What follows belongs to an exercise in optimizing a design on an open flow for a short achievable clock period and few clock cycles; a production flow would make more cautious choices. Where RTL was checked, it was by simulation tests only, not by an equivalence proof against the original. For run 4, only the layout was checked, not whether the RTL still works. No run shown here takes its clock network from TritonCTS; it comes from the design's own scripts or RTL. The clock input has no modelled driver; a real chip could not lean on it and would need a root buffer or a full tree. No activity file was given, so power comes from the tool's default toggle rates.

File: flow/standard.sh
#!/bin/bash
# synth_recipe.tcl (not shown) runs the flow's synth.tcl, then flattens the netlist and writes it again
# the make line also repeats each setting of config.mk as NAME=value (left out here)
make -C /OpenROAD-flow-scripts/flow DESIGN_CONFIG=/design/flow/config.mk WORK_HOME=/design/flow/orfs CLKGATE_MAP_FILE= SYNTH_SCRIPT=/design/flow/synth_recipe.tcl "${@:-finish}"
File: flow/config.mk
export PLATFORM = sky130hd
export DESIGN_NAME = pcf2127_rrc
export DESIGN_NICKNAME = pcf2127_rrc
export VERILOG_FILES = /design/flow/design.v
export SDC_FILE = /design/flow/constraint.sdc
export NUM_CORES = 4
export LEC_CHECK = 0
export CAP_MARGIN = 20
export CORE_MARGIN = 2
export CORE_UTILIZATION = 65
export PLACE_DENSITY = 0.75
export SLEW_MARGIN = 20
export SYNTH_HIERARCHICAL = 1
File: flow/flow/cts.tcl
# Clock tree step in place of ORFS's TritonCTS run: a hand-built two-level
# tree (flow/manual_cts.tcl), then the same repair and legalisation that
# ORFS's cts step does, written where ORFS's later steps read it.
set P $::env(FLOW_HOME)/platforms/sky130hd
set R [pwd]/orfs/results/sky130hd/pcf2127_rrc/base
read_lef $P/lef/sky130_fd_sc_hd.tlef
read_lef $P/lef/sky130_fd_sc_hd_merged.lef
read_liberty $P/lib/sky130_fd_sc_hd__tt_025C_1v80.lib
read_db $R/3_place.odb
read_sdc $R/3_place.sdc
source $P/setRC.tcl
set_dont_use {sky130_fd_sc_hd__probe_p_8 sky130_fd_sc_hd__probec_p_8 sky130_fd_sc_hd__lpflow_*}

source [file join [file dirname [info script]] manual_cts.tcl]
manual_cts clk $::env(MCTS_LEAF_SINKS) $::env(MCTS_ROOTS) sky130_fd_sc_hd__clkbuf_16

set_propagated_clock [all_clocks]
detailed_placement
estimate_parasitics -placement
report_clock_latency
repair_timing -setup_margin $::env(MCTS_SETUP_MARGIN) -hold_margin 0 -repair_tns 100 -verbose
detailed_placement
check_placement -verbose
estimate_parasitics -placement
report_clock_latency
report_worst_slack -max
report_worst_slack -min

write_db $R/4_1_cts.odb
write_sdc -no_timestamp $R/4_cts.sdc
file copy -force $R/4_1_cts.odb $R/4_cts.odb
File: flow/flow/run.sh
#!/bin/bash
set -euo pipefail
KNOBS="SETUP_SLACK_MARGIN=11 MATCH_CELL_FOOTPRINT=0"
bash standard.sh $KNOBS place > orfs_place.log 2>&1
MCTS_LEAF_SINKS=24 MCTS_ROOTS=4 MCTS_SETUP_MARGIN=11 \
  openroad -no_init -exit flow/cts.tcl > cts.log 2>&1
bash standard.sh $KNOBS finish > orfs_finish.log 2>&1
File: flow/constraint.sdc
create_clock -name core_clock -period 14.0 [get_ports {clk}]
set_input_delay 2.8000 -clock core_clock [delete_from_list [all_inputs] [get_ports {clk}]]
set_output_delay 2.8000 -clock core_clock [all_outputs]
set_load 0.01 [all_outputs]
File: flow/design.v
module pcf2127_rrc (
    input  wire        clk,
    input  wire        rst,           
    input  wire        cmd_valid,
    input  wire [55:0] cmd_word,
    output reg         busy,
    output reg         done,
    output reg  [2:0]  status,
    output reg         bus_init,
    output reg  [7:0]  bus_selid,
    output reg         sel,
    output reg         xfer_req,
    output reg         xfer_rd,
    output reg  [7:0]  xfer_txd,
    input  wire        xfer_ack,
    input  wire        xfer_err,
    input  wire [7:0]  xfer_rxd,
    output reg         diag_valid,
    output reg  [4:0]  diag_idx,
    output wire [7:0]  diag_val,
    output reg  [7:0]  t_second,
    output reg  [7:0]  t_minute,
    output reg  [7:0]  t_hour,
    output reg  [7:0]  t_day,
    output reg  [7:0]  t_weekday,
    output reg  [7:0]  t_month,
    output reg  [7:0]  t_year
);
    localparam [4:0] ALM_CTL_IDX  = 5'h01;
    localparam [4:0] PWR_CTL_IDX  = 5'h02;
    localparam [7:0] PWR_MASK     = 8'hE0;
    localparam [7:0] TSOFF_MASK   = 8'h40;
    localparam [7:0] CLKOUT_LP    = 8'h07;
    localparam [7:0] OTPR_MASK    = 8'h20;
    localparam [7:0] WDT_CLR_MASK = 8'hC3;
    localparam [7:0] WDT_SET_1HZ  = 8'h42;
    localparam [7:0] WDT_SET_60TH = 8'h43;
    localparam [7:0] WDT_CTL_OFF  = 8'h03;
    localparam [7:0] ALARM_OFF    = 8'h80;
    localparam [6:0] OTP_WAIT     = 7'd99;    
    localparam [2:0] ST_OK        = 3'd0;
    localparam [2:0] ST_ILLEGAL   = 3'd1;
    localparam [2:0] ST_NOT_INIT  = 3'd2;
    localparam [2:0] ST_RANGE     = 3'd3;
    localparam [2:0] ST_TRANSPORT = 3'd4;
    localparam [3:0] OP_RESET    = 4'h1;
    localparam [3:0] OP_OTP      = 4'h2;
    localparam [3:0] OP_LOWPWR   = 4'h3;
    localparam [3:0] OP_DUMP     = 4'h4;
    localparam [3:0] OP_SETTIME  = 4'h5;
    localparam [3:0] OP_READTIME = 4'h6;
    localparam [3:0] OP_ENALM    = 4'h7;
    localparam [3:0] OP_SETALM   = 4'h8;
    localparam [3:0] OP_CLRAF    = 4'h9;
    localparam [3:0] OP_DISALM   = 4'hA;
    localparam [3:0] OP_ENCDT    = 4'hB;
    localparam [3:0] OP_SETCDT   = 4'hC;
    localparam [3:0] OP_CLRCDTF  = 4'hD;
    localparam [3:0] OP_DISCDT   = 4'hE;
    localparam [2:0] K_END  = 3'd0;
    localparam [2:0] K_RD   = 3'd1;
    localparam [2:0] K_WR   = 3'd2;
    localparam [2:0] K_DIAG = 3'd3;
    localparam [2:0] K_FIN  = 3'd4;
    localparam S_IDLE = 0;
    localparam S_CHK  = 1;    
    localparam S_XFER = 2;    
    localparam S_GAP  = 3;    
    localparam S_DIAG = 4;    
    localparam S_FIN  = 5;    
    function [7:0] to_bcd7;
        input [6:0] n;
        begin
            case (n)
                7'd0: to_bcd7 = 8'h00;
                7'd1: to_bcd7 = 8'h01;
                7'd2: to_bcd7 = 8'h02;
                7'd3: to_bcd7 = 8'h03;
                7'd4: to_bcd7 = 8'h04;
                7'd5: to_bcd7 = 8'h05;
                7'd6: to_bcd7 = 8'h06;
                7'd7: to_bcd7 = 8'h07;
                7'd8: to_bcd7 = 8'h08;
                7'd9: to_bcd7 = 8'h09;
                7'd10: to_bcd7 = 8'h10;
                7'd11: to_bcd7 = 8'h11;
                7'd12: to_bcd7 = 8'h12;
                7'd13: to_bcd7 = 8'h13;
                7'd14: to_bcd7 = 8'h14;
                7'd15: to_bcd7 = 8'h15;
                7'd16: to_bcd7 = 8'h16;
                7'd17: to_bcd7 = 8'h17;
                7'd18: to_bcd7 = 8'h18;
                7'd19: to_bcd7 = 8'h19;
                7'd20: to_bcd7 = 8'h20;
                7'd21: to_bcd7 = 8'h21;
                7'd22: to_bcd7 = 8'h22;
                7'd23: to_bcd7 = 8'h23;
                7'd24: to_bcd7 = 8'h24;
                7'd25: to_bcd7 = 8'h25;
                7'd26: to_bcd7 = 8'h26;
                7'd27: to_bcd7 = 8'h27;
                7'd28: to_bcd7 = 8'h28;
                7'd29: to_bcd7 = 8'h29;
                7'd30: to_bcd7 = 8'h30;
                7'd31: to_bcd7 = 8'h31;
                7'd32: to_bcd7 = 8'h32;
                7'd33: to_bcd7 = 8'h33;
                7'd34: to_bcd7 = 8'h34;
                7'd35: to_bcd7 = 8'h35;
                7'd36: to_bcd7 = 8'h36;
                7'd37: to_bcd7 = 8'h37;
                7'd38: to_bcd7 = 8'h38;
                7'd39: to_bcd7 = 8'h39;
                7'd40: to_bcd7 = 8'h40;
                7'd41: to_bcd7 = 8'h41;
                7'd42: to_bcd7 = 8'h42;
                7'd43: to_bcd7 = 8'h43;
                7'd44: to_bcd7 = 8'h44;
                7'd45: to_bcd7 = 8'h45;
                7'd46: to_bcd7 = 8'h46;
                7'd47: to_bcd7 = 8'h47;
                7'd48: to_bcd7 = 8'h48;
                7'd49: to_bcd7 = 8'h49;
                7'd50: to_bcd7 = 8'h50;
                7'd51: to_bcd7 = 8'h51;
                7'd52: to_bcd7 = 8'h52;
                7'd53: to_bcd7 = 8'h53;
                7'd54: to_bcd7 = 8'h54;
                7'd55: to_bcd7 = 8'h55;
                7'd56: to_bcd7 = 8'h56;
                7'd57: to_bcd7 = 8'h57;
                7'd58: to_bcd7 = 8'h58;
                7'd59: to_bcd7 = 8'h59;
                7'd60: to_bcd7 = 8'h60;
                7'd61: to_bcd7 = 8'h61;
                7'd62: to_bcd7 = 8'h62;
                7'd63: to_bcd7 = 8'h63;
                7'd64: to_bcd7 = 8'h64;
                7'd65: to_bcd7 = 8'h65;
                7'd66: to_bcd7 = 8'h66;
                7'd67: to_bcd7 = 8'h67;
                7'd68: to_bcd7 = 8'h68;
                7'd69: to_bcd7 = 8'h69;
                7'd70: to_bcd7 = 8'h70;
                7'd71: to_bcd7 = 8'h71;
                7'd72: to_bcd7 = 8'h72;
                7'd73: to_bcd7 = 8'h73;
                7'd74: to_bcd7 = 8'h74;
                7'd75: to_bcd7 = 8'h75;
                7'd76: to_bcd7 = 8'h76;
                7'd77: to_bcd7 = 8'h77;
                7'd78: to_bcd7 = 8'h78;
                7'd79: to_bcd7 = 8'h79;
                7'd80: to_bcd7 = 8'h80;
                7'd81: to_bcd7 = 8'h81;
                7'd82: to_bcd7 = 8'h82;
                7'd83: to_bcd7 = 8'h83;
                7'd84: to_bcd7 = 8'h84;
                7'd85: to_bcd7 = 8'h85;
                7'd86: to_bcd7 = 8'h86;
                7'd87: to_bcd7 = 8'h87;
                7'd88: to_bcd7 = 8'h88;
                7'd89: to_bcd7 = 8'h89;
                7'd90: to_bcd7 = 8'h90;
                7'd91: to_bcd7 = 8'h91;
                7'd92: to_bcd7 = 8'h92;
                7'd93: to_bcd7 = 8'h93;
                7'd94: to_bcd7 = 8'h94;
                7'd95: to_bcd7 = 8'h95;
                7'd96: to_bcd7 = 8'h96;
                7'd97: to_bcd7 = 8'h97;
                7'd98: to_bcd7 = 8'h98;
                7'd99: to_bcd7 = 8'h99;
                default: to_bcd7 = 8'h00;
            endcase
        end
    endfunction
    function [7:0] from_bcd;
        input [7:0] b;
        begin
            from_bcd = b[7:4] * 8'd10 + {4'd0, b[3:0]};
        end
    endfunction
    function [7:0] default_image;
        input [4:0] i;
        begin
            default_image[7] = (i >= 5'h0A) && (i <= 5'h0E);
            default_image[6] = (i == 5'h12);
            default_image[5] = 1'b0;
            default_image[4] = 1'b0;
            default_image[3] = (i == 5'h19);
            default_image[2] = (i == 5'h07) || (i == 5'h0F);
            default_image[1] = (i == 5'h07) || (i == 5'h0F) || (i == 5'h10);
            default_image[0] = (i == 5'h06) || (i == 5'h08) || (i == 5'h0F) ||
                               (i == 5'h10) || (i == 5'h16) || (i == 5'h17);
        end
    endfunction
    function [13:0] desc;
        input [3:0] o;
        input [2:0] s;
        reg [2:0] kd;
        reg [4:0] ix;
        reg [4:0] ln;
        reg       wt;
        begin
            kd = K_END; ix = 5'h00; ln = 5'd0; wt = 1'b0;
            case (o)
                OP_RESET:
                    if (s == 3'd0) begin kd = K_WR; ix = 5'h00; ln = 5'd25; end
                OP_OTP:
                    case (s)
                        3'd0: begin kd = K_RD; ix = 5'h0F; end
                        3'd1: begin kd = K_WR; ix = 5'h0F; end
                        3'd2: begin kd = K_RD; ix = 5'h0F; wt = 1'b1; end
                        3'd3: begin kd = K_WR; ix = 5'h0F; end
                        default: ;
                    endcase
                OP_LOWPWR:
                    case (s)
                        3'd0: begin kd = K_RD; ix = PWR_CTL_IDX; end
                        3'd1: begin kd = K_RD; ix = 5'h12;       end
                        3'd2: begin kd = K_WR; ix = 5'h0F;       end
                        3'd3: begin kd = K_WR; ix = PWR_CTL_IDX; end
                        3'd4: begin kd = K_WR; ix = 5'h12;       end
                        default: ;
                    endcase
                OP_DUMP:
                    case (s)
                        3'd0: begin kd = K_RD; ix = 5'h00; ln = 5'd25; end
                        3'd1: kd = K_DIAG;
                        default: ;
                    endcase
                OP_SETTIME:
                    if (s == 3'd0) begin kd = K_WR; ix = 5'h03; ln = 5'd6; end
                OP_READTIME:
                    case (s)
                        3'd0: begin kd = K_RD; ix = 5'h03; ln = 5'd6; end
                        3'd1: kd = K_FIN;
                        default: ;
                    endcase
                OP_ENALM, OP_CLRAF, OP_ENCDT, OP_CLRCDTF:
                    case (s)
                        3'd0: begin kd = K_RD; ix = ALM_CTL_IDX; end
                        3'd1: begin kd = K_WR; ix = ALM_CTL_IDX; end
                        default: ;
                    endcase
                OP_SETALM, OP_DISALM:
                    case (s)
                        3'd0: begin kd = K_RD; ix = ALM_CTL_IDX;              end
                        3'd1: begin kd = K_WR; ix = ALM_CTL_IDX;              end
                        3'd2: begin kd = K_WR; ix = 5'h0A;       ln = 5'd4;   end
                        default: ;
                    endcase
                OP_SETCDT:
                    case (s)
                        3'd0: begin kd = K_RD; ix = ALM_CTL_IDX;              end
                        3'd1: begin kd = K_WR; ix = ALM_CTL_IDX;              end
                        3'd2: begin kd = K_RD; ix = 5'h10;                    end
                        3'd3: begin kd = K_WR; ix = 5'h10;       ln = 5'd1;   end
                        default: ;
                    endcase
                OP_DISCDT:
                    case (s)
                        3'd0: begin kd = K_RD; ix = ALM_CTL_IDX;              end
                        3'd1: begin kd = K_WR; ix = ALM_CTL_IDX;              end
                        3'd2: begin kd = K_WR; ix = 5'h10;       ln = 5'd1;   end
                        default: ;
                    endcase
                default: ;
            endcase
            desc = {kd, ix, ln, wt};
        end
    endfunction
    reg  [55:0] cw_q;         
    reg  [7:0]  rxd_q;        
    reg         rd_q;         
    reg         sh_en;        
    reg         f1, f2;       
    always @(posedge clk) begin
        cw_q  <= cmd_word;
        rxd_q <= xfer_rxd;
    end
    wire [7:0] c_opc = cw_q[55:48];
    wire c_illegal = (c_opc > 8'h0E);
    wire c_init    = (c_opc == 8'h00);
    reg  c_rbad;
    always @(*) begin
        case (c_opc)
            8'h05: c_rbad = !((cw_q[47:40] <= 8'd99) && (cw_q[39:32] <= 8'd12) &&
                              (cw_q[31:24] <= 8'd31) && (cw_q[23:16] <= 8'd23) &&
                              (cw_q[15:8] <= 8'd59) && (cw_q[7:0] <= 8'd59));
            8'h08: c_rbad = !((cw_q[31:24] <= 8'd59) && (cw_q[23:16] <= 8'd59) &&
                              (cw_q[15:8] <= 8'd23) && (cw_q[7:0] <= 8'd31));
            8'h0C: c_rbad = (cw_q[15:0] > 16'd15359);
            default: c_rbad = 1'b0;
        endcase
    end
    wire [13:0] c_d0    = desc(c_opc[3:0], 3'd0);
    wire [7:0]  c_addr0 = {(c_d0[13:11] == K_RD), 2'b01, c_d0[10:6]};
    reg        pd_illegal, pd_init, pd_rbad;
    reg [7:0]  pd_addr0;
    always @(posedge clk) begin
        pd_illegal <= c_illegal;
        pd_init    <= c_init;
        pd_rbad    <= c_rbad;
        pd_addr0   <= c_addr0;
    end
    reg  [5:0]  st;           
    reg         busy_i, done_i, sel_i, rd_i, bus_init_i, dv_i;
    reg  [2:0]  status_i;
    reg  [7:0]  txd_i, selid_i;
    reg  [4:0]  didx_i;
    reg  [2:0]  step;
    reg  [4:0]  kn;           
    reg         lastb;        
    reg  [6:0]  wcnt;
    reg         inited;
    reg  [55:0] ir;
    reg  [7:0]  bcd [0:5];    
    reg         per_small;    
    reg  [7:0]  rx0;          
    reg  [7:0]  rxb [1:24];   
    wire [3:0]  opc = ir[51:48];
    wire [47:0] A   = ir[47:0];
        assign diag_val = rx0;
    wire loading = st[S_IDLE] | st[S_CHK];
    integer i;
    always @(posedge clk) begin
        if (loading) begin
            ir        <= cw_q;
            per_small <= (cw_q[15:0] <= 16'd60);
            for (i = 0; i < 6; i = i + 1)
                bcd[i] <= to_bcd7(cw_q[8 * i +: 7]);
        end
    end
    wire [13:0] cd = desc(opc, step);
    wire [13:0] nd = desc(opc, step + 3'd1);
    wire [2:0]  cd_kind  = cd[13:11];
    wire [7:0]  cd_addr  = {(cd_kind == K_RD), 2'b01, cd[10:6]};
    wire [4:0]  cd_lenm1 = cd[5:1];
    wire [2:0]  nd_kind  = nd[13:11];
    wire        nd_wait  = nd[0];
    reg [3:0]  dv_r;
    reg [7:0]  dv_x;
    reg [7:0]  dv_q;
    reg [3:0]  dv_n;
    wire [4:0] dv_t  = {dv_r, dv_x[7]};
    wire       dv_ge = (dv_t >= 5'd15);
    wire [4:0] dv_s  = dv_t - 5'd15;
    always @(posedge clk) begin
        if (loading) begin
            dv_r <= cw_q[13:10];
            dv_x <= cw_q[9:2];
            dv_q <= 8'h00;
            dv_n <= 4'd8;
        end else if (dv_n != 4'd0) begin
            dv_r <= dv_ge ? dv_s[3:0] : dv_t[3:0];
            dv_x <= {dv_x[6:0], 1'b0};
            dv_q <= {dv_q[6:0], dv_ge};
            dv_n <= dv_n - 4'd1;
        end
    end
    wire [15:0] period = A[15:0];
    wire [7:0]  ticks = per_small ? period[7:0] : dv_q;
    wire [7:0]  srcb  = per_small ? WDT_SET_1HZ : WDT_SET_60TH;
    wire [7:0] rb  = rxb[24];
    wire [7:0] rbp = rxb[23];
    reg [7:0] wdata;
    always @(*) begin
        wdata = 8'h00;
        case (opc)
            OP_RESET:
                wdata = default_image(kn);
            OP_OTP:
                if (step == 3'd1) wdata = rb | OTPR_MASK;
                else              wdata = rb & ~OTPR_MASK;
            OP_LOWPWR:
                case (step)
                    3'd2:    wdata = CLKOUT_LP;
                    3'd3:    wdata = rbp | PWR_MASK;
                    default: wdata = rb | TSOFF_MASK;
                endcase
            OP_SETTIME:
                case (kn)
                    5'd0:    wdata = bcd[0];
                    5'd1:    wdata = bcd[1];
                    5'd2:    wdata = bcd[2];
                    5'd3:    wdata = bcd[3];
                    5'd4:    wdata = 8'h00;
                    5'd5:    wdata = bcd[4];
                    default: wdata = bcd[5];
                endcase
            OP_ENALM:
                wdata = rb | 8'h02;
            OP_SETALM:
                if (step == 3'd1) wdata = rb | 8'h02;
                else
                    case (kn)
                        5'd0:    wdata = bcd[3] & 8'h7F;
                        5'd1:    wdata = bcd[2] & 8'h7F;
                        5'd2:    wdata = bcd[1] & 8'h7F;
                        5'd3:    wdata = bcd[0] & 8'h7F;
                        default: wdata = ALARM_OFF;
                    endcase
            OP_CLRAF:
                wdata = rb & ~8'h10;
            OP_DISALM:
                if (step == 3'd1) wdata = rb & ~8'h02;
                else              wdata = ALARM_OFF;
            OP_ENCDT:
                wdata = rb | 8'h01;
            OP_SETCDT:
                if (step == 3'd1)    wdata = rb | 8'h01;
                else if (kn == 5'd0) wdata = (rb & ~WDT_CLR_MASK) | srcb;
                else                 wdata = ticks;
            OP_CLRCDTF:
                wdata = rb & ~8'h08;
            OP_DISCDT:
                if (step == 3'd1)    wdata = rb & ~8'h01;
                else if (kn == 5'd0) wdata = WDT_CTL_OFF;
                else                 wdata = 8'h00;
            default: ;
        endcase
    end
    wire [7:0] rx0_nxt;
    rrc_hold #(.W(8)) u_hold_rx0 (.en(sh_en), .d(rxb[1]), .q(rx0), .nx(rx0_nxt));
    always @(posedge clk) begin
        rx0 <= rx0_nxt;
        if (sh_en) begin
            for (i = 1; i < 24; i = i + 1)
                rxb[i] <= rxb[i + 1];
            rxb[24] <= rxd_q;
        end
    end
    wire [55:0] t_cur = {t_second, t_minute, t_hour, t_day, t_weekday, t_month, t_year};
    wire [55:0] t_new = {from_bcd(rxb[19]), from_bcd(rxb[20]), from_bcd(rxb[21]),
                         from_bcd(rxb[22]), from_bcd(rxb[23]), from_bcd(rxb[24]),
                         from_bcd(rxd_q)};
    wire [55:0] t_nxt;
    rrc_hold #(.W(56)) u_hold_t (.en(st[S_FIN]), .d(t_new), .q(t_cur), .nx(t_nxt));
    always @(posedge clk) begin
        {t_second, t_minute, t_hour, t_day, t_weekday, t_month, t_year} <= t_nxt;
    end
    wire pd_fresh = f1 & f2;
    wire chk      = st[S_CHK];
    wire       a_ill   = chk ? c_illegal : pd_illegal;
    wire       a_init  = chk ? c_init    : pd_init;
    wire       a_rbad  = chk ? c_rbad    : pd_rbad;
    wire [7:0] a_addr0 = chk ? c_addr0   : pd_addr0;
    reg  [5:0] a_st;
    reg        a_busy, a_done, a_sel, a_bus_init, a_inited;
    reg  [2:0] a_status;
    reg  [7:0] a_txd, a_selid;
    always @(*) begin
        a_st       = 6'd1 << S_IDLE;
        a_busy     = 1'b0;
        a_done     = 1'b1;
        a_sel      = 1'b0;
        a_bus_init = 1'b0;
        a_inited   = inited;
        a_status   = ST_OK;
        a_txd      = txd_i;
        a_selid    = selid_i;
        if (a_ill) begin
            a_status = ST_ILLEGAL;
        end else if (a_init) begin
            a_selid    = cw_q[7:0];
            a_bus_init = 1'b1;
            a_inited   = 1'b1;
        end else if (!inited) begin
            a_status = ST_NOT_INIT;
        end else if (a_rbad) begin
            a_status = ST_RANGE;
        end else begin
            a_st     = 6'd1 << S_XFER;
            a_busy   = 1'b1;
            a_done   = 1'b0;
            a_sel    = 1'b1;
            a_txd    = a_addr0;
            a_status = status_i;
        end
    end
    localparam W  = 6 + 1 + 1 + 3 + 1 + 1 + 8 + 1 + 1 + 8 + 1 + 5 + 1 + 3 + 1 + 1;
    localparam G  = 6;                        
    localparam NG = (W + G - 1) / G;
    localparam [NG*G-1:0] RV = {{(NG * G - W){1'b0}}, 6'd1 << S_IDLE, {(W - 6){1'b0}}};
    reg [5:0] d_st, g_st;
    reg       d_busy, g_busy, d_done, g_done, d_sel, g_sel, d_rd, g_rd;
    reg [2:0] d_status, g_status;
    reg [7:0] d_txd, g_txd, d_selid, g_selid;
    reg       d_bus_init, g_bus_init, d_inited, g_inited, d_dv, g_dv;
    reg [4:0] d_kn, g_kn;
    reg       d_lastb, g_lastb;
    reg [2:0] d_step, g_step;
    reg       d_rdq, g_rdq;
    always @(*) begin
        d_st = st; d_busy = busy_i; d_done = 1'b0; d_status = status_i; d_sel = sel_i;
        d_rd = rd_i; d_txd = txd_i; d_bus_init = 1'b0; d_inited = inited;
        d_selid = selid_i; d_dv = dv_i; d_kn = kn;
        d_lastb = lastb; d_step = step; d_rdq = 1'b0;
        if (st[S_IDLE]) begin
            d_dv = 1'b0;
        end
        if (st[S_CHK]) begin
            d_st = a_st; d_busy = a_busy; d_done = a_done; d_status = a_status;
            d_sel = a_sel; d_rd = 1'b0; d_txd = a_txd; d_bus_init = a_bus_init;
            d_inited = a_inited; d_selid = a_selid; d_kn = 5'd0; d_lastb = 1'b0;
            d_step = 3'd0;
        end
        if (st[S_GAP]) begin
            if (wcnt == 7'd0) begin
                d_st    = 6'd1 << S_XFER;
                d_sel   = 1'b1;
                d_txd   = cd_addr;
                d_rd    = 1'b0;
                d_kn    = 5'd0;
                d_lastb = 1'b0;
            end
        end
        if (st[S_DIAG]) begin
            if (didx_i == 5'd24) begin
                d_st     = 6'd1 << S_IDLE;
                d_status = ST_OK;
                d_done   = 1'b1;
                d_busy   = 1'b0;
            end
        end
        if (st[S_FIN]) begin
            d_st     = 6'd1 << S_IDLE;
            d_status = ST_OK;
            d_done   = 1'b1;
            d_busy   = 1'b0;
        end
    end
    always @(*) begin
        g_st = st; g_busy = busy_i; g_done = 1'b0; g_status = status_i; g_sel = sel_i;
        g_rd = rd_i; g_txd = txd_i; g_bus_init = 1'b0; g_inited = inited;
        g_selid = selid_i; g_dv = dv_i; g_kn = kn;
        g_lastb = lastb; g_step = step; g_rdq = 1'b0;
        if (st[S_IDLE]) begin
            g_dv = 1'b0;
            if (pd_fresh) begin
                g_st = a_st; g_busy = a_busy; g_done = a_done; g_status = a_status;
                g_sel = a_sel; g_rd = 1'b0; g_txd = a_txd; g_bus_init = a_bus_init;
                g_inited = a_inited; g_selid = a_selid; g_kn = 5'd0; g_lastb = 1'b0;
                g_step = 3'd0;
            end else begin
                g_st   = 6'd1 << S_CHK;
                g_busy = 1'b1;
            end
        end else begin
            g_rdq = rd_i;
            if (lastb) begin
                g_sel  = 1'b0;
                g_step = step + 3'd1;
                case (nd_kind)
                    K_END: begin
                        g_st     = 6'd1 << S_IDLE;
                        g_status = ST_OK;
                        g_done   = 1'b1;
                        g_busy   = 1'b0;
                    end
                    K_DIAG: begin
                        g_st   = 6'd1 << S_DIAG;
                        g_dv   = 1'b1;
                    end
                    K_FIN:   g_st = 6'd1 << S_FIN;
                    default: g_st = 6'd1 << S_GAP;
                endcase
            end else begin
                g_txd   = wdata;
                g_rd    = (cd_kind == K_RD);
                g_kn    = kn + 5'd1;
                g_lastb = (kn == cd_lenm1);
            end
        end
    end
    wire [NG*G-1:0] n_def = {{(NG * G - W){1'b0}},
                             d_st, d_busy, d_done, d_status, d_sel, d_rd, d_txd, d_bus_init,
                             d_inited, d_selid, d_dv, d_kn, d_lastb, d_step,
                             d_rdq, d_rdq | d_dv};
    wire [NG*G-1:0] n_go  = {{(NG * G - W){1'b0}},
                             g_st, g_busy, g_done, g_status, g_sel, g_rd, g_txd, g_bus_init,
                             g_inited, g_selid, g_dv, g_kn, g_lastb, g_step,
                             g_rdq, g_rdq | g_dv};
    wire [NG*G-1:0] n_err = {{(NG * G - W){1'b0}},
                             6'd1 << S_IDLE, 1'b0, 1'b1, ST_TRANSPORT, 1'b0, rd_i,
                             txd_i, 1'b0, inited, selid_i, dv_i, kn, lastb, step,
                             1'b0, dv_i};
    wire [NG*G-1:0] q_nxt;
    genvar gi;
    generate
        for (gi = 0; gi < NG; gi = gi + 1) begin : g_late
            rrc_late #(.W(G), .RV(RV[gi * G +: G])) u_late (
                .rst(rst), .cmd_valid(cmd_valid), .xfer_ack(xfer_ack), .xfer_err(xfer_err),
                .idle(st[S_IDLE]), .xfer(st[S_XFER]),
                .n_def(n_def[gi * G +: G]), .n_go(n_go[gi * G +: G]),
                .n_err(n_err[gi * G +: G]), .q(q_nxt[gi * G +: G])
            );
        end
    endgenerate
    wire [NG*G-1:0] q_out;
    generate
        for (gi = 0; gi < NG; gi = gi + 1) begin : g_late_o
            rrc_late #(.W(G), .RV(RV[gi * G +: G])) u_late (
                .rst(rst), .cmd_valid(cmd_valid), .xfer_ack(xfer_ack), .xfer_err(xfer_err),
                .idle(st[S_IDLE]), .xfer(st[S_XFER]),
                .n_def(n_def[gi * G +: G]), .n_go(n_go[gi * G +: G]),
                .n_err(n_err[gi * G +: G]), .q(q_out[gi * G +: G])
            );
        end
    endgenerate
    wire req_nxt;
    rrc_late #(.W(1), .RV(1'b0)) u_late_req (
        .rst(rst), .cmd_valid(cmd_valid), .xfer_ack(xfer_ack), .xfer_err(xfer_err),
        .idle(st[S_IDLE]), .xfer(st[S_XFER]),
        .n_def(d_sel), .n_go(g_sel), .n_err(1'b0), .q(req_nxt)
    );
    always @(posedge clk) begin
        {busy, done, status, sel, xfer_rd, xfer_txd, bus_init} <= q_out[36:21];
        bus_selid  <= q_out[19:12];
        diag_valid <= q_out[11];
        xfer_req   <= req_nxt;
    end
    always @(posedge clk) begin
        {st, busy_i, done_i, status_i, sel_i, rd_i, txd_i, bus_init_i, inited,
         selid_i, dv_i, kn, lastb, step, rd_q, sh_en} <= q_nxt[W-1:0];
        f1 <= !rst & cmd_valid & busy_i;
        f2 <= f1;
    end
    always @(posedge clk) begin
        if (st[S_GAP]) begin
            if (wcnt != 7'd0) wcnt <= wcnt - 7'd1;
        end else begin
            wcnt <= nd_wait ? OTP_WAIT : 7'd0;
        end
        if (st[S_DIAG]) didx_i <= didx_i + 5'd1;
        else            didx_i <= 5'd0;
    end
    wire [4:0] didx_nxt;
    rrc_hold #(.W(5)) u_hold_didx (.en(st[S_DIAG]), .d(didx_i + 5'd1), .q(5'd0), .nx(didx_nxt));
    always @(posedge clk) diag_idx <= didx_nxt;
endmodule
module rrc_late #(
    parameter integer W = 1,
    parameter [W-1:0] RV = {W{1'b0}}
) (
    input  wire         rst,
    input  wire         cmd_valid,
    input  wire         xfer_ack,
    input  wire         xfer_err,
    input  wire         idle,
    input  wire         xfer,
    input  wire [W-1:0] n_def,
    input  wire [W-1:0] n_go,
    input  wire [W-1:0] n_err,
    output wire [W-1:0] q
);
    wire ev_err = xfer & xfer_err;
    wire ev_go  = (xfer & xfer_ack) | (idle & cmd_valid);
    assign q = rst ? RV : ev_err ? n_err : ev_go ? n_go : n_def;
endmodule
module rrc_hold #(
    parameter integer W = 1
) (
    input  wire         en,
    input  wire [W-1:0] d,
    input  wire [W-1:0] q,
    output wire [W-1:0] nx
);
    assign nx = en ? d : q;
endmodule
File: flow/flow/manual_cts.tcl
# Two-level clock tree built by hand: the clock port drives NROOT root
# buffers; each root drives a share of the leaf buffers; each leaf buffer
# drives a cluster of about LEAF_SINKS flip-flop clock pins next to it.
# All buffers are sky130_fd_sc_hd__clkbuf_16 and every flip-flop sees the
# same number of buffers between the port and its clock pin.
proc mcts_center {inst} {
  set bb [$inst getBBox]
  return [list [expr {([$bb xMin] + [$bb xMax]) / 2}] [expr {([$bb yMin] + [$bb yMax]) / 2}]]
}

proc mcts_split {items n key} {
  # sort items (lists whose element $key is the coordinate) and cut into n
  # nearly equal consecutive groups
  set s [lsort -integer -index $key $items]
  set len [llength $s]
  set out {}
  for {set g 0} {$g < $n} {incr g} {
    set a [expr {($g * $len) / $n}]
    set b [expr {(($g + 1) * $len) / $n - 1}]
    if {$b >= $a} { lappend out [lrange $s $a $b] }
  }
  return $out
}

proc mcts_place {inst x y} {
  set m [$inst getMaster]
  $inst setLocation [expr {$x - [$m getWidth] / 2}] [expr {$y - [$m getHeight] / 2}]
  $inst setPlacementStatus PLACED
}

proc manual_cts {clk_name leaf_sinks nroot bufname} {
  set block [ord::get_db_block]
  set master [[ord::get_db] findMaster $bufname]
  set clk [$block findNet $clk_name]
  set sinks {}
  foreach it [$clk getITerms] {
    set inst [$it getInst]
    lassign [mcts_center $inst] x y
    lappend sinks [list $x $y $it]
  }
  set n [llength $sinks]
  set k [expr {int(ceil(double($n) / $leaf_sinks))}]
  set nx [expr {int(ceil(sqrt($k)))}]
  set ny [expr {int(ceil(double($k) / $nx))}]
  puts "manual_cts: $n sinks, $nx x $ny leaf clusters, $nroot roots"
  set leaves {}
  set li 0
  foreach strip [mcts_split $sinks $nx 0] {
    foreach grp [mcts_split $strip $ny 1] {
      set sx 0; set sy 0
      foreach s $grp { set sx [expr {$sx + [lindex $s 0]}]; set sy [expr {$sy + [lindex $s 1]}] }
      set cx [expr {$sx / [llength $grp]}]; set cy [expr {$sy / [llength $grp]}]
      set inst [odb::dbInst_create $block $master "clkbuf_leaf_${li}_$clk_name"]
      set net [odb::dbNet_create $block "clknet_leaf_${li}_$clk_name"]
      $net setSigType CLOCK
      [$inst findITerm X] connect $net
      foreach s $grp {
        set it [lindex $s 2]
        $it disconnect
        $it connect $net
      }
      mcts_place $inst $cx $cy
      lappend leaves [list $cx $cy $inst]
      incr li
    }
  }
  # roots: split the leaves into nroot groups along the longer side
  set ri 0
  foreach grp [mcts_split $leaves $nroot 0] {
    set sx 0; set sy 0
    foreach s $grp { set sx [expr {$sx + [lindex $s 0]}]; set sy [expr {$sy + [lindex $s 1]}] }
    set cx [expr {$sx / [llength $grp]}]; set cy [expr {$sy / [llength $grp]}]
    set inst [odb::dbInst_create $block $master "clkbuf_root_${ri}_$clk_name"]
    set net [odb::dbNet_create $block "clknet_root_${ri}_$clk_name"]
    $net setSigType CLOCK
    [$inst findITerm X] connect $net
    [$inst findITerm A] connect $clk
    foreach s $grp { [[lindex $s 2] findITerm A] connect $net }
    mcts_place $inst $cx $cy
    incr ri
  }
  puts "manual_cts: [llength $leaves] leaf buffers, $ri root buffers"
}
==> results.py, run 1 <==
metrics = {
    "detailed_routing": {
        "ant_nets": 0,
        "wl_per_cell_um": 21.2,
        "routed_wl_um": 62500,
        "dr.pass1.iters": 8,
        "detail_route.vias_per_cell": 6.29,
        "drt_iter0_markers": 1779,
        "drc": 0,
        "vias": 18500,
    },
    "die": {
        "die_h_um": 200,
        "row_count": 71,
        "die_x_um": 200,
        "io_pins": 164,
        "core-area_sq_um": 37800,
        "fp.dieArea_sq_um": 40100,
        "start_util_pct": 66.2,
    },
    "outcome": {
        "status": "finished clean",
    },
    "worst_setup_path": {
        "startpoint_type": "flip-flop",
        "path_buf_inv": 1,
        "crit_slowest_cell": "dfxtp_2",
        "critical_path.top_delay_family": "flip-flops",
        "critPathCaptureType": "output port",
        "max_stage_delay_ns": 0.37,
        "arrival_ns": 0.84,
        "crit_fanout": 1,
        "cp.required_ns": 11.20,
        "worstSetupPathType": "flip-flop to output port",
        "path_cells": "buf_6",
    },
    "power": {
        "ir_worst_vdd_v": 0.0000903,
        "p_comb_share_pct": 15.9,
        "p_sw_share_pct": 25.0,
        "p_total_mw": 2.99,
        "clockPowerShare_pct": 27.0,
        "p_leak_nw": 11.2,
        "power_density_nw_per_um2": 105,
        "p_sw_mw": 0.747,
        "p_int_mw": 2.24,
        "seqPwrFrac_pct": 57.0,
    },
    "global_routing": {
        "track_usage_pct": 29.9,
        "grt.overflow.total": 0,
        "grt_pass1_vias": 18000,
        "grt_pass1_wl_um": 97800,
        "antenna_found_initial": 0,
        "grt_max_degree": 83,
    },
    "synth": {
        "syn_avg_cell_area_sq_um": 11.0,
        "syn-cell-area_sq_um": 25000,
        "synth_warnings": 11,
        "synthCells": 2269,
    },
    "timing": {
        "fin_crit_ns": 3.64,
        "skew_ns": 0.0358,
        "setup_violations": 0,
        "clock.fmax_mhz": 275,
        "slew_headroom_pct": 36.8,
        "hold_slack_ns": 0.377,
        "slew_violations": 0,
        "hold_viol": 0,
        "setup_tns_ns": 0,
        "fin_crit_sh_pct": 26.0,
        "rsz0062_at_grt": "yes",
        "worst_slew_pin_slew_ns": 0.947,
        "fin_ws_ns": 10.36,
    },
    "finish": {
        "nNetsFinal": 2609,
        "fin_util_pct": 75.6,
        "antennaDiodeCount": 0,
        "area_growth_pct": 14.2,
        "drive_above_1_share_pct": 18.8,
        "n_fill_cell": 2446,
    },
    "place": {
        "dp_worst_setup_slack_ns": 9.36,
        "dp_hpwl_um": 41600,
        "place_congestion": 0.928,
        "io_buffers": 163,
    },
    "clocking": {
        "clkSlewWorstSetupHoldPaths_ns": 0.09,
        "worstSkewPairLatency_ns": 0.37,
    },
    "run": {
        "drv_cap": 0,
    },
    "worst_hold_path": {
        "hold_class": "flip-flop to flip-flop",
    },
}
[metal layers]
| layer | wire length (um) | GRT usage (%) | vias up |
|---|---|---|---|
| li1 | - | - | 8706 |
| met3 | 3310 | 2.75 | 143 |
| met1 | 24800 | 38.7 | 8996 |
| met2 | 31800 | 52.5 | 676 |
| met5 | 0 | 0 | - |
| met4 | 2470 | 11.0 | 0 |
[cell usage in the layout, fill, tap and decap left out, types with 31 or more instances in the layout]
| cell type | n |
|---|---|
| mux2_4 | 48 |
| nand2_1 | 171 |
| edfxtp_1 | 272 |
| clkbuf_16 | 31 |
| buf_4 | 59 |
| nor3_1 | 36 |
| nand2b_1 | 36 |
| nor2_1 | 174 |
| buf_6 | 102 |
| o21ai_0 | 116 |
| a211oi_1 | 86 |
| a21oi_1 | 126 |
| ha_1 | 91 |
| dfxtp_2 | 96 |
| inv_1 | 88 |
| xnor2_1 | 46 |
| mux2_2 | 38 |
| dfxtp_1 | 125 |
| clkdlybuf4s50_1 | 64 |
| mux2i_1 | 97 |
[through the flow]
step                cells  instance area, sq um
detailed placement   2863                 27100
floorplan            2293                 25200
global route         2944                 28600
global placement     2863                 27100
finish               2944                 28600
[final timing paths]
path / startpoint / to / slack (ns) / cells after the start
max: xfer_txd[6]$_DFF_P_ / xfer_txd[6] / 10.36 / 1
min: f1$_DFF_P_ / f2$_DFF_P_ / 0.38 / 0
max reg2reg: st[0]$_DFF_P_ / xfer_txd[1]$_DFF_P_ / 10.65 / 9
min reg2reg: f1$_DFF_P_ / f2$_DFF_P_ / 0.38 / 0
[sequential cells by signal (all words and copies together) (netlist names), 12 cells and up]
register  flops
bcd          48
rxb         192
cw_q         56
ir           12
[power groups by stage]
stage	sequential (mW)	clock (mW)	combinational, mW
2_1_floorplan	1.71	0	0.258
3_3_place_gp	1.73	0	0.411
3_5_place_dp	1.73	0	0.423
5_1_grt	1.72	0.871	0.510
6_report	1.71	0.808	0.477
[final cells by class]
| type | count | area [sq um] | share of cell area [%] |
|---|---|---|---|
| Sequential cell | 497 | 12800 | 44.9 |
| Timing Repair Buffer | 235 | 2410 | 8.45 |
| Tap cell | 511 | 639 | 2.24 |
| Multi-Input combinational cell | 1579 | 11600 | 40.7 |
| Inverter | 93 | 349 | 1.22 |
| Buffer | 29 | 726 | 2.54 |
Testbench counts, summed over its fixed seeds: cycles 398,866.
==> run 2: changes to the inputs <==
==> flow/flow/run.sh (replaced) <==
#!/bin/bash
set -euo pipefail
KNOBS="SETUP_SLACK_MARGIN=12 MATCH_CELL_FOOTPRINT=0"
bash standard.sh $KNOBS place > orfs_place.log 2>&1
MCTS_LEAF_SINKS=24 MCTS_ROOTS=4 MCTS_SETUP_MARGIN=12 \
  openroad -no_init -exit flow/cts.tcl > cts.log 2>&1
bash standard.sh $KNOBS finish > orfs_finish.log 2>&1
==> run 2 against run 1 <==
Net effect: clock skew grew 0.0054 ns; area after synthesis is the same; via count grew 6.2%; critical path depth grew 4; largest cell class unchanged.
==> results.py, run 2 <==
metrics = {
    "outcome": {
        "status": "finished clean",
    },
    "detailed_routing": {
        "drc": 0,
        "met3_length_um": 4930,
        "wl_per_cell_um": 24.2,
        "drt_iter0_markers": 2202,
        "maxUsedRoutingLayer": "met4",
        "wl_met2_um": 37400,
        "detail_route.vias_per_cell": 6.52,
        "routed_wl_um": 73100,
        "ant_nets": 0,
        "met1Wirelength_um": 26900,
        "vias": 19700,
        "dr.pass1.iters": 8,
    },
    "timing": {
        "slew_headroom_pct": 32.2,
        "skew_ns": 0.0412,
        "worst_slew_pin_slew_ns": 1.02,
        "setup_violations": 0,
        "slew_violations": 0,
        "clock.fmax_mhz": 270,
        "setup_tns_ns": 0,
        "rsz0062_at_grt": "yes",
        "fin_ws_ns": 10.29,
        "fin_crit_sh_pct": 26.5,
        "hold_viol": 0,
        "fin_crit_ns": 3.71,
    },
    "worst_setup_path": {
        "startpoint": "xfer_ack",
        "crit_fanout": 7,
        "path_cells": "buf_8, clkbuf_16, a22oi_4, mux2i_1, a211oi_1",
        "critPathCaptureType": "flip-flop",
        "rr_startpoint": "kn[0]$_DFF_P_",
        "crit_slowest_cell": "a22oi_4",
        "arrival_ns": 3.93,
        "r2r_cells": 10,
        "startpoint_type": "input port",
        "cp.required_ns": 14.22,
        "worstSetupPathType": "input port to flip-flop",
        "worstReg2RegEnd": "xfer_txd[1]$_DFF_P_",
        "r2r_slack_ns": 10.57,
        "max_stage_delay_ns": 0.36,
    },
    "worst_hold_path": {
        "hold-path-cell-count": 0,
        "hold_start": "f1$_DFF_P_",
        "hold-path-endpoint": "f2$_DFF_P_",
        "hold_class": "flip-flop to flip-flop",
    },
    "place": {
        "dp_hpwl_um": 42200,
        "dp.cells": 2862,
        "io_buffers": 163,
        "place_congestion": 0.935,
        "dp_worst_setup_slack_ns": 9.25,
    },
    "global_routing": {
        "grt_pass1_wl_um": 103000,
        "grt_max_degree": 87,
        "grt.overflow.total": 0,
        "track_usage_pct": 31.7,
        "grt_pass1_vias": 18500,
        "antenna_found_initial": 0,
    },
    "synth": {
        "syn-cell-area_sq_um": 25000,
        "synthCells": 2269,
        "syn_avg_cell_area_sq_um": 11.0,
        "synth_warnings": 11,
    },
    "finish": {
        "antennaDiodeCount": 0,
        "final_cell_mix": "edfxtp_1 (272), nor2_1 (166), nand2_1 (161)",
        "fin_cells": 3018,
        "n_fill_cell": 2176,
        "largest_reg_flops": 192,
        "final_common_cell": "edfxtp_1",
        "fin_util_pct": 78.8,
        "drive_above_1_share_pct": 28.7,
        "regMostFlops": "rxb",
        "area_growth_pct": 19.0,
        "nNetsFinal": 2683,
        "largestRegisters": "rxb (192), cw_q (56), bcd (48)",
    },
    "die": {
        "start_util_pct": 66.2,
        "die_x_um": 200,
        "core-area_sq_um": 37800,
        "row_count": 71,
        "fp.dieArea_sq_um": 40100,
        "die_h_um": 200,
        "io_pins": 164,
    },
    "run": {
        "drv_cap": 0,
    },
    "power": {
        "p_total_mw": 3.04,
        "ir_worst_vdd_v": 0.0000967,
        "power_density_nw_per_um2": 102,
        "p_leak_nw": 11.7,
    },
    "clocking": {
        "worstSkewPairLatency_ns": 0.38,
        "clkSlewWorstSetupHoldPaths_ns": 0.09,
    },
}
-- run 2: worst max-delay path, delay by kind of cell --
kind	cells	cell delay, ns
multiplexers	1	0.35
AO/OA/AOI/OAI	2	0.49
buffers and inverters	2	0.28
-- run 2: worst max path at each step --
stage | slack (ns) | depth (start not counted) | to
floorplan | 10.51 | 3 | st[0]$_DFF_P_
global placement | 9.31 | 3 | txd_i[4]$_DFF_P_
detailed placement | 9.25 | 3 | kn[1]$_DFF_P_
global route | 10.29 | 5 | step[2]$_DFF_P_
finish | 10.29 | 5 | step[2]$_DFF_P_
-- run 2: where the power goes --
group / switching, mW / internal, mW
combinational: 0.241 / 0.260
clock: 0.457 / 0.372
sequential: 0.0888 / 1.62
-- run 2: layout make-up --
type                    instances  area [sq um]  share of cell area, %
plain buffers                  29           726                   2.44
inverters                      93           357                   1.20
multi-input cells            1579         12200                   41.1
flip-flops and latches        497         12900                   43.3
well taps                     511           639                   2.15
repair buffers                309          2930                   9.84
-- run 2: per-stage QoR --
| stage | hold WS, ns | instance area [sq um] |
|---|---|---|
| after floorplan | 0.351 | 25300 |
| after global placement | 0.357 | 27100 |
| after detailed placement | 0.365 | 27100 |
| after global routing | 0.396 | 29800 |
| final | 0.395 | 29800 |
-- run 2: layer usage --
metal  vias to the layer above  global-route usage, %
met5                         -                      0
met4                         0                   12.1
met3                       259                   2.49
met2                      1103                   57.7
met1                      9439                   39.5
li1                       8864                      -
==> run 3: changes to the inputs <==
==> flow/flow/run.sh (replaced) <==
#!/bin/bash
set -euo pipefail
KNOBS="SETUP_SLACK_MARGIN=11 MATCH_CELL_FOOTPRINT=0"
bash standard.sh $KNOBS place > orfs_place.log 2>&1
MCTS_LEAF_SINKS=24 MCTS_ROOTS=4 MCTS_SETUP_MARGIN=11 \
  openroad -no_init -exit flow/cts.tcl > cts.log 2>&1
bash standard.sh $KNOBS finish > orfs_finish.log 2>&1
--- a/flow/flow/cts.tcl
+++ b/flow/flow/cts.tcl
@@ -1,6 +1,8 @@
 # Clock tree step in place of ORFS's TritonCTS run: a hand-built two-level
 # tree (flow/manual_cts.tcl), then the same repair and legalisation that
-# ORFS's cts step does, written where ORFS's later steps read it.
+# ORFS's cts step does, written where ORFS's later steps read it. Before the
+# tree is built, each output's flip-flop is moved next to its output buffer
+# (flow/pull_outputs.tcl).
 set P $::env(FLOW_HOME)/platforms/sky130hd
 set R [pwd]/orfs/results/sky130hd/pcf2127_rrc/base
 read_lef $P/lef/sky130_fd_sc_hd.tlef
@@ -12,6 +14,8 @@
 set_dont_use {sky130_fd_sc_hd__probe_p_8 sky130_fd_sc_hd__probec_p_8 sky130_fd_sc_hd__lpflow_*}
 
 source [file join [file dirname [info script]] manual_cts.tcl]
+source [file join [file dirname [info script]] pull_outputs.tcl]
+pull_output_flops
 manual_cts clk $::env(MCTS_LEAF_SINKS) $::env(MCTS_ROOTS) sky130_fd_sc_hd__clkbuf_16
 
 set_propagated_clock [all_clocks]
==> flow/flow/pull_outputs.tcl (new file) <==
# Move the flip-flop that drives each output port's buffer next to that
# buffer, so that the flip-flop's output wire is short; detailed placement
# legalises the moved cells afterwards.
proc pull_output_flops {} {
  set block [ord::get_db_block]
  set moved 0
  foreach bt [$block getBTerms] {
    if {[$bt getIoType] ne "OUTPUT"} continue
    set net [$bt getNet]
    if {$net eq "NULL"} continue
    set buf ""
    foreach it [$net getITerms] {
      if {[$it isOutputSignal]} { set buf [$it getInst] }
    }
    if {$buf eq ""} continue
    set in_net ""
    foreach it [$buf getITerms] {
      if {[$it isInputSignal] && [$it getNet] ne "NULL" && [[$it getNet] getSigType] eq "SIGNAL"} { set in_net [$it getNet] }
    }
    if {$in_net eq ""} continue
    set drv ""
    foreach it [$in_net getITerms] {
      if {[$it isOutputSignal]} { set drv [$it getInst] }
    }
    if {$drv eq "" || ![string match "*dfxtp*" [[$drv getMaster] getName]]} continue
    lassign [$buf getLocation] bx by
    $drv setLocation $bx $by
    $drv setPlacementStatus PLACED
    incr moved
  }
  puts "pull_output_flops: moved $moved flip-flops"
}
==> run 3 against run 2 <==
Net effect: still clean on timing, DRC and antenna; critical path depth decreased by 4; cell count decreased by 1.9%; fmax increased by 1.1%; global-route usage decreased by 0.81 points; critical path type is now flip-flop to output port; largest cell class unchanged; highest routed layer unchanged.
==> results.py, run 3 <==
metrics = {
    "finish": {
        "nNetsFinal": 2625,
        "largest_reg_flops": 192,
        "final_cell_mix": "edfxtp_1 (272), nor2_1 (174), nand2_1 (170)",
        "area_growth_pct": 15.2,
        "fin_cells": 2960,
        "largestRegisters": "rxb (192), cw_q (56), bcd (48)",
        "regMostFlops": "rxb",
        "fin_util_pct": 76.3,
        "final_common_cell": "edfxtp_1",
        "antennaDiodeCount": 0,
        "drive_above_1_share_pct": 20.1,
    },
    "worst_setup_path": {
        "startpoint_type": "flip-flop",
        "critical_path.top_delay_family": "flip-flops",
        "path_buf_inv": 1,
        "crit_slowest_cell": "dfxtp_4",
        "worstSetupPathType": "flip-flop to output port",
        "arrival_ns": 0.87,
        "critPathCaptureType": "output port",
        "cp.required_ns": 11.20,
        "crit_fanout": 2,
        "path_cells": "buf_6",
        "max_stage_delay_ns": 0.39,
    },
    "timing": {
        "hold_viol": 0,
        "setup_violations": 0,
        "setup_tns_ns": 0,
        "fin_crit_sh_pct": 26.2,
        "rsz0062_at_grt": "yes",
        "clock.fmax_mhz": 273,
        "fin_crit_ns": 3.67,
        "skew_ns": 0.0343,
        "slew_headroom_pct": 34.2,
        "worst_slew_pin_slew_ns": 0.986,
        "slew_violations": 0,
    },
    "global_routing": {
        "grt.overflow.total": 0,
        "grt_pass1_vias": 18300,
        "grt_max_degree": 83,
        "grt_pass1_wl_um": 101000,
        "track_usage_pct": 30.9,
        "antenna_found_initial": 0,
    },
    "power": {
        "power_density_nw_per_um2": 105,
        "p_leak_nw": 11.3,
        "ir_worst_vdd_v": 0.0000908,
    },
    "place": {
        "io_buffers": 163,
        "place_congestion": 0.928,
        "dp_hpwl_um": 41600,
        "dp.cells": 2863,
    },
    "die": {
        "io_pins": 164,
        "row_count": 71,
        "die_h_um": 200,
        "die_x_um": 200,
        "fp.dieArea_sq_um": 40100,
        "core-area_sq_um": 37800,
        "start_util_pct": 66.2,
    },
    "synth": {
        "synth_warnings": 11,
        "syn_avg_cell_area_sq_um": 11.0,
        "syn-cell-area_sq_um": 25000,
        "synthCells": 2269,
    },
    "clocking": {
        "worstSkewPairLatency_ns": 0.37,
        "clkSlewWorstSetupHoldPaths_ns": 0.08,
    },
    "detailed_routing": {
        "wl_per_cell_um": 22.2,
        "dr.pass1.iters": 7,
        "drc": 0,
        "vias": 18900,
        "ant_nets": 0,
        "detail_route.vias_per_cell": 6.38,
        "drt_iter0_markers": 1920,
        "routed_wl_um": 65600,
    },
    "worst_hold_path": {
        "hold_class": "flip-flop to flip-flop",
    },
    "run": {
        "drv_cap": 0,
    },
    "outcome": {
        "status": "finished clean",
    },
}
[run 3: metrics by stage]
| stage | power (mW) | worst slack [ns] | hold slack, ns | cell area, sq um |
|---|---|---|---|---|
| final | 3.02 | 10.33 | 0.380 | 28800 |
| after floorplan | 1.97 | 10.51 | 0.351 | 25200 |
| after detailed placement | 2.15 | 9.36 | 0.358 | 27100 |
| after global placement | 2.14 | 9.42 | 0.357 | 27100 |
| after global routing | 3.12 | 10.33 | 0.399 | 28800 |
[run 3: final cells by class]
type                       instances  area [sq um]
inverter                          93           349
buffer                            29           726
sequential                       497         12800
tap                              511           639
multi-input combinational       1579         11700
timing repair buffer             251          2590
fill                            2349          8940
[run 3: metal layers]
metal	GRT usage [%]	routed length, um	part of all wire, %
met1	40.3	26100	40
met2	55.0	33600	51
met3	2.29	3410	5.2
met4	10.2	2410	3.7
met5	0	0	0
[run 3: final timing paths]
| path | slack (ns) | startpoint | end | cells past startpoint |
|---|---|---|---|---|
| worst min register to register | 0.38 | f1$_DFF_P_ | f2$_DFF_P_ | 0 |
| worst max register to register | 10.57 | st[0]$_DFF_P_ | txd_i[1]$_DFF_P_ | 9 |
| worst max-delay path | 10.33 | t_minute[1]$_DFF_P_ | t_minute[1] | 1 |
| worst min-delay path | 0.38 | f1$_DFF_P_ | f2$_DFF_P_ | 0 |
[run 3: power by group]
part,total (mW),switching [mW],internal [mW],leakage (nW)
Combinational,0.505,0.240,0.265,6.46
Clock,0.809,0.438,0.371,0.357
Sequential,1.71,0.0847,1.62,4.48
Total,3.02,0.762,2.26,11.3
==> run 4: changes to the inputs <==
--- a/flow/design.v
+++ b/flow/design.v
@@ -323,7 +323,7 @@
     reg  [7:0]  rxb [1:24];   
     wire [3:0]  opc = ir[51:48];
     wire [47:0] A   = ir[47:0];
-        assign diag_val = rx0;
+    assign diag_val = rx0;
     wire loading = st[S_IDLE] | st[S_CHK];
     integer i;
     always @(posedge clk) begin
@@ -423,24 +423,29 @@
             default: ;
         endcase
     end
-    wire [7:0] rx0_nxt;
-    rrc_hold #(.W(8)) u_hold_rx0 (.en(sh_en), .d(rxb[1]), .q(rx0), .nx(rx0_nxt));
+    reg  [7:0] rx0_i;
+    wire [7:0] rx0_nxt, rx0_i_nxt;
+    rrc_hold #(.W(8)) u_hold_rx0   (.en(sh_en), .d(rxb[1]), .q(rx0_i), .nx(rx0_nxt));
+    rrc_hold #(.W(8)) u_hold_rx0_i (.en(sh_en), .d(rxb[1]), .q(rx0_i), .nx(rx0_i_nxt));
     always @(posedge clk) begin
-        rx0 <= rx0_nxt;
+        rx0   <= rx0_nxt;
+        rx0_i <= rx0_i_nxt;
         if (sh_en) begin
             for (i = 1; i < 24; i = i + 1)
                 rxb[i] <= rxb[i + 1];
             rxb[24] <= rxd_q;
         end
     end
-    wire [55:0] t_cur = {t_second, t_minute, t_hour, t_day, t_weekday, t_month, t_year};
+    reg  [55:0] t_i;          
     wire [55:0] t_new = {from_bcd(rxb[19]), from_bcd(rxb[20]), from_bcd(rxb[21]),
                          from_bcd(rxb[22]), from_bcd(rxb[23]), from_bcd(rxb[24]),
                          from_bcd(rxd_q)};
-    wire [55:0] t_nxt;
-    rrc_hold #(.W(56)) u_hold_t (.en(st[S_FIN]), .d(t_new), .q(t_cur), .nx(t_nxt));
+    wire [55:0] t_nxt, t_i_nxt;
+    rrc_hold #(.W(56)) u_hold_t   (.en(st[S_FIN]), .d(t_new), .q(t_i), .nx(t_nxt));
+    rrc_hold #(.W(56)) u_hold_t_i (.en(st[S_FIN]), .d(t_new), .q(t_i), .nx(t_i_nxt));
     always @(posedge clk) begin
         {t_second, t_minute, t_hour, t_day, t_weekday, t_month, t_year} <= t_nxt;
+        t_i <= t_i_nxt;
     end
     wire pd_fresh = f1 & f2;
     wire chk      = st[S_CHK];
@@ -534,10 +539,13 @@
         end
     end
     always @(*) begin
-        g_st = st; g_busy = busy_i; g_done = 1'b0; g_status = status_i; g_sel = sel_i;
-        g_rd = rd_i; g_txd = txd_i; g_bus_init = 1'b0; g_inited = inited;
-        g_selid = selid_i; g_dv = dv_i; g_kn = kn;
-        g_lastb = lastb; g_step = step; g_rdq = 1'b0;
+        g_st = d_st; g_busy = d_busy; g_done = d_done; g_status = d_status; g_sel = d_sel;
+        g_rd = d_rd; g_txd = d_txd; g_bus_init = d_bus_init; g_inited = d_inited;
+        g_selid = d_selid; g_dv = d_dv; g_kn = d_kn;
+        g_lastb = d_lastb; g_step = d_step; g_rdq = d_rdq;
+        if (st[S_XFER]) begin
+            g_done = 1'b0; g_bus_init = 1'b0;
+        end
         if (st[S_IDLE]) begin
             g_dv = 1'b0;
             if (pd_fresh) begin
@@ -549,7 +557,7 @@
                 g_st   = 6'd1 << S_CHK;
                 g_busy = 1'b1;
             end
-        end else begin
+        end else if (st[S_XFER]) begin
             g_rdq = rd_i;
             if (lastb) begin
                 g_sel  = 1'b0;
@@ -584,10 +592,11 @@
                              g_st, g_busy, g_done, g_status, g_sel, g_rd, g_txd, g_bus_init,
                              g_inited, g_selid, g_dv, g_kn, g_lastb, g_step,
                              g_rdq, g_rdq | g_dv};
-    wire [NG*G-1:0] n_err = {{(NG * G - W){1'b0}},
-                             6'd1 << S_IDLE, 1'b0, 1'b1, ST_TRANSPORT, 1'b0, rd_i,
-                             txd_i, 1'b0, inited, selid_i, dv_i, kn, lastb, step,
-                             1'b0, dv_i};
+    wire [NG*G-1:0] n_abort = {{(NG * G - W){1'b0}},
+                               6'd1 << S_IDLE, 1'b0, 1'b1, ST_TRANSPORT, 1'b0, rd_i,
+                               txd_i, 1'b0, inited, selid_i, dv_i, kn, lastb, step,
+                               1'b0, dv_i};
+    wire [NG*G-1:0] n_err = st[S_XFER] ? n_abort : n_def;
     wire [NG*G-1:0] q_nxt;
     genvar gi;
     generate
@@ -615,7 +624,7 @@
     rrc_late #(.W(1), .RV(1'b0)) u_late_req (
         .rst(rst), .cmd_valid(cmd_valid), .xfer_ack(xfer_ack), .xfer_err(xfer_err),
         .idle(st[S_IDLE]), .xfer(st[S_XFER]),
-        .n_def(d_sel), .n_go(g_sel), .n_err(1'b0), .q(req_nxt)
+        .n_def(d_sel), .n_go(g_sel), .n_err(st[S_XFER] ? 1'b0 : d_sel), .q(req_nxt)
     );
     always @(posedge clk) begin
         {busy, done, status, sel, xfer_rd, xfer_txd, bus_init} <= q_out[36:21];
@@ -657,9 +666,8 @@
     input  wire [W-1:0] n_err,
     output wire [W-1:0] q
 );
-    wire ev_err = xfer & xfer_err;
-    wire ev_go  = (xfer & xfer_ack) | (idle & cmd_valid);
-    assign q = rst ? RV : ev_err ? n_err : ev_go ? n_go : n_def;
+    wire go = xfer ? xfer_ack : cmd_valid;
+    assign q = rst ? RV : go ? n_go : xfer_err ? n_err : n_def;
 endmodule
 module rrc_hold #(
     parameter integer W = 1
==> run 4 against run 3 <==
Net effect: via count rose by 8.4%; combinational power rose by 110%; still clean on timing, DRC and antenna; critical path depth unchanged; cell count rose by 8.0%; highest routed layer is now met5; die area rose by 10%; utilization is 0.93 points higher.
==> results.py, run 4 <==
metrics = {
    "outcome": {
        "status": "finished clean",
    },
    "die": {
        "core-area_sq_um": 41900,
        "die_h_um": 210,
        "die_x_um": 210,
        "fp.dieArea_sq_um": 44200,
        "start_util_pct": 65.9,
        "io_pins": 164,
        "row_count": 75,
    },
    "detailed_routing": {
        "drc": 0,
        "detail_route.vias_per_cell": 6.40,
        "vias": 20500,
        "routed_wl_um": 69500,
        "wl_per_cell_um": 21.7,
        "drt_iter0_markers": 2010,
        "ant_nets": 0,
        "dr.pass1.iters": 6,
    },
    "worst_setup_path": {
        "crit_slowest_cell": "dfxtp_2",
        "crit_path_end": "bus_selid[6]",
        "rr_startpoint": "ir[48]$_DFFE_PN_",
        "crit_cells": 1,
        "startpoint_type": "flip-flop",
        "critPathCaptureType": "output port",
        "worstSetupPathType": "flip-flop to output port",
        "cp.required_ns": 11.20,
        "r2r_cells": 10,
        "r2r_slack_ns": 10.58,
        "path_buf_inv": 1,
        "arrival_ns": 0.84,
        "crit_fanout": 1,
        "path_cells": "buf_6",
        "critical_path.top_delay_family": "flip-flops",
        "startpoint": "bus_selid[6]$_DFF_P_",
        "worstReg2RegEnd": "status[1]$_DFF_P_",
        "max_stage_delay_ns": 0.34,
    },
    "global_routing": {
        "antenna_found_initial": 1,
        "grt_pass1_wl_um": 105000,
        "grt.overflow.total": 0,
        "grt_pass1_vias": 19500,
        "grt_max_degree": 84,
        "track_usage_pct": 29.6,
    },
    "power": {
        "ir_worst_vdd_v": 0.000104,
        "p_total_mw": 4.04,
        "p_leak_nw": 12.5,
        "power_density_nw_per_um2": 125,
    },
    "timing": {
        "skew_ns": 0.0499,
        "slew_headroom_pct": 35.0,
        "rsz0062_at_grt": "yes",
        "hold_viol": 0,
        "slew_violations": 0,
        "worst_slew_pin_slew_ns": 0.976,
        "fin_crit_ns": 3.64,
        "fin_crit_sh_pct": 26.0,
        "clock.fmax_mhz": 275,
        "setup_tns_ns": 0,
        "setup_violations": 0,
    },
    "synth": {
        "syn_avg_cell_area_sq_um": 11.0,
        "synthCells": 2503,
        "syn-cell-area_sq_um": 27600,
        "synth_warnings": 11,
    },
    "finish": {
        "regMostFlops": "rxb",
        "regArea_sq_um": 14100,
        "area_growth_pct": 17.3,
        "nNetsFinal": 2835,
        "antennaDiodeCount": 0,
        "largestRegisters": "rxb (192), cw_q (56), t_i (56)",
        "final_cell_mix": "edfxtp_1 (272), nand2_1 (198), dfxtp_1 (176)",
        "largest_reg_flops": 192,
        "multiInputGateArea_sq_um": 13400,
        "n_fill_cell": 2577,
        "drive_above_1_share_pct": 26.3,
        "final_common_cell": "edfxtp_1",
    },
    "clocking": {
        "worstSkewPairLatency_ns": 0.39,
        "clkSlewWorstSetupHoldPaths_ns": 0.10,
    },
    "place": {
        "io_buffers": 163,
        "place_congestion": 0.909,
        "dp_hpwl_um": 42500,
    },
    "worst_hold_path": {
        "hold_class": "flip-flop to flip-flop",
    },
    "run": {
        "drv_cap": 0,
    },
}
-- run 4: cell count changes in the layout (fill, tap and decap cells not counted), moves of 21 or more --
cell | previous run | this run
a211oi_1 | 76 | 38
a211oi_2 | 17 | 56
buf_4 | 71 | 50
buf_6 | 102 | 123
dfxtp_1 | 125 | 176
mux2_2 | 38 | 69
mux2_4 | 48 | 97
nand2_1 | 170 | 198
nor2_2 | 0 | 23
-- run 4: how the worst min path moves through the flow --
stage	slack, ns	endpoint	start	cells past startpoint
3_5_place_dp	0.37	f2$_DFF_P_	f1$_DFF_P_	0
5_1_grt	0.41	f2$_DFF_P_	f1$_DFF_P_	0
3_3_place_gp	0.37	f2$_DFF_P_	f1$_DFF_P_	0
2_1_floorplan	0.36	f2$_DFF_P_	f1$_DFF_P_	0
6_report	0.39	f2$_DFF_P_	f1$_DFF_P_	0
-- run 4: stage by stage --
step / cells / setup slack, ns / area, sq um / hold WS [ns] / util [%]
detailed placement: 3079 / 9.42 / 29600 / 0.372 / 70.6
finish: 3198 / 10.36 / 32400 / 0.393 / 77.2
global placement: 3079 / 9.47 / 29600 / 0.370 / 70.6
global route: 3198 / 10.36 / 32400 / 0.406 / 77.2
floorplan: 2511 / 10.45 / 28000 / 0.355 / -
-- run 4: area by class of cell --
type | count | area share [%]
sequential | 561 | 43.5
multi-input combinational | 1704 | 41.4
timing repair buffer | 271 | 9.69
buffer | 29 | 2.24
tap | 539 | 2.08
inverter | 94 | 1.12
-- run 4: per-layer routing --
layer	global-route usage [%]	up-vias	share of wire (%)
met5	0	-	0.013
met2	51.6	997	49
met1	38.4	9752	40
li1	-	9466	-
met3	3.07	239	6.6
met4	10.7	2	4.6
-- run 4: where the power goes --
part | leakage, nW | internal [mW] | switching [mW]
logic | 7.10 | 0.553 | 0.497
registers | 5.06 | 1.97 | 0.170
clock network | 0.357 | 0.373 | 0.475
total | 12.5 | 2.89 | 1.14

==> port drivers added, routing unchanged <==
The flow's constraints put no driver on any port. The routed layouts listed below were extracted and timed again, unchanged, in two steps. Step 1, drivers: a clkbuf_16 drives clk and a buf_2 each remaining input, both assumed. Step 2 moves the port delays by t, midway between the first and last clock arrival at a register: inputs arrive t later, outputs are due t later. That takes back most of the time a late clock gives input paths. a / b / c = ideal / step 1 / step 2; a / b = the first two.
run | t (ns) | slack for setup (ns) | latest minus earliest clock arrival (ns) | worst slew at a driven data input, ns
run 1 | 0.451 | 10.361 / 10.261 / 10.040 | 0.037 / 0.036 | 0.05
run 2 | 0.468 | 10.291 / 10.215 / 9.894 | 0.042 / 0.042 | 0.06
run 3 | 0.448 | 10.333 / 10.236 / 10.027 | 0.035 / 0.035 | 0.05
run 4 | 0.461 | 10.357 / 10.256 / 10.045 | 0.053 / 0.052 | 0.14
After both steps every run listed still meets setup and hold. For run 2, which loses most, drivers alone change the setup slack by -0.076 ns; drivers and shift together by -0.397 ns.
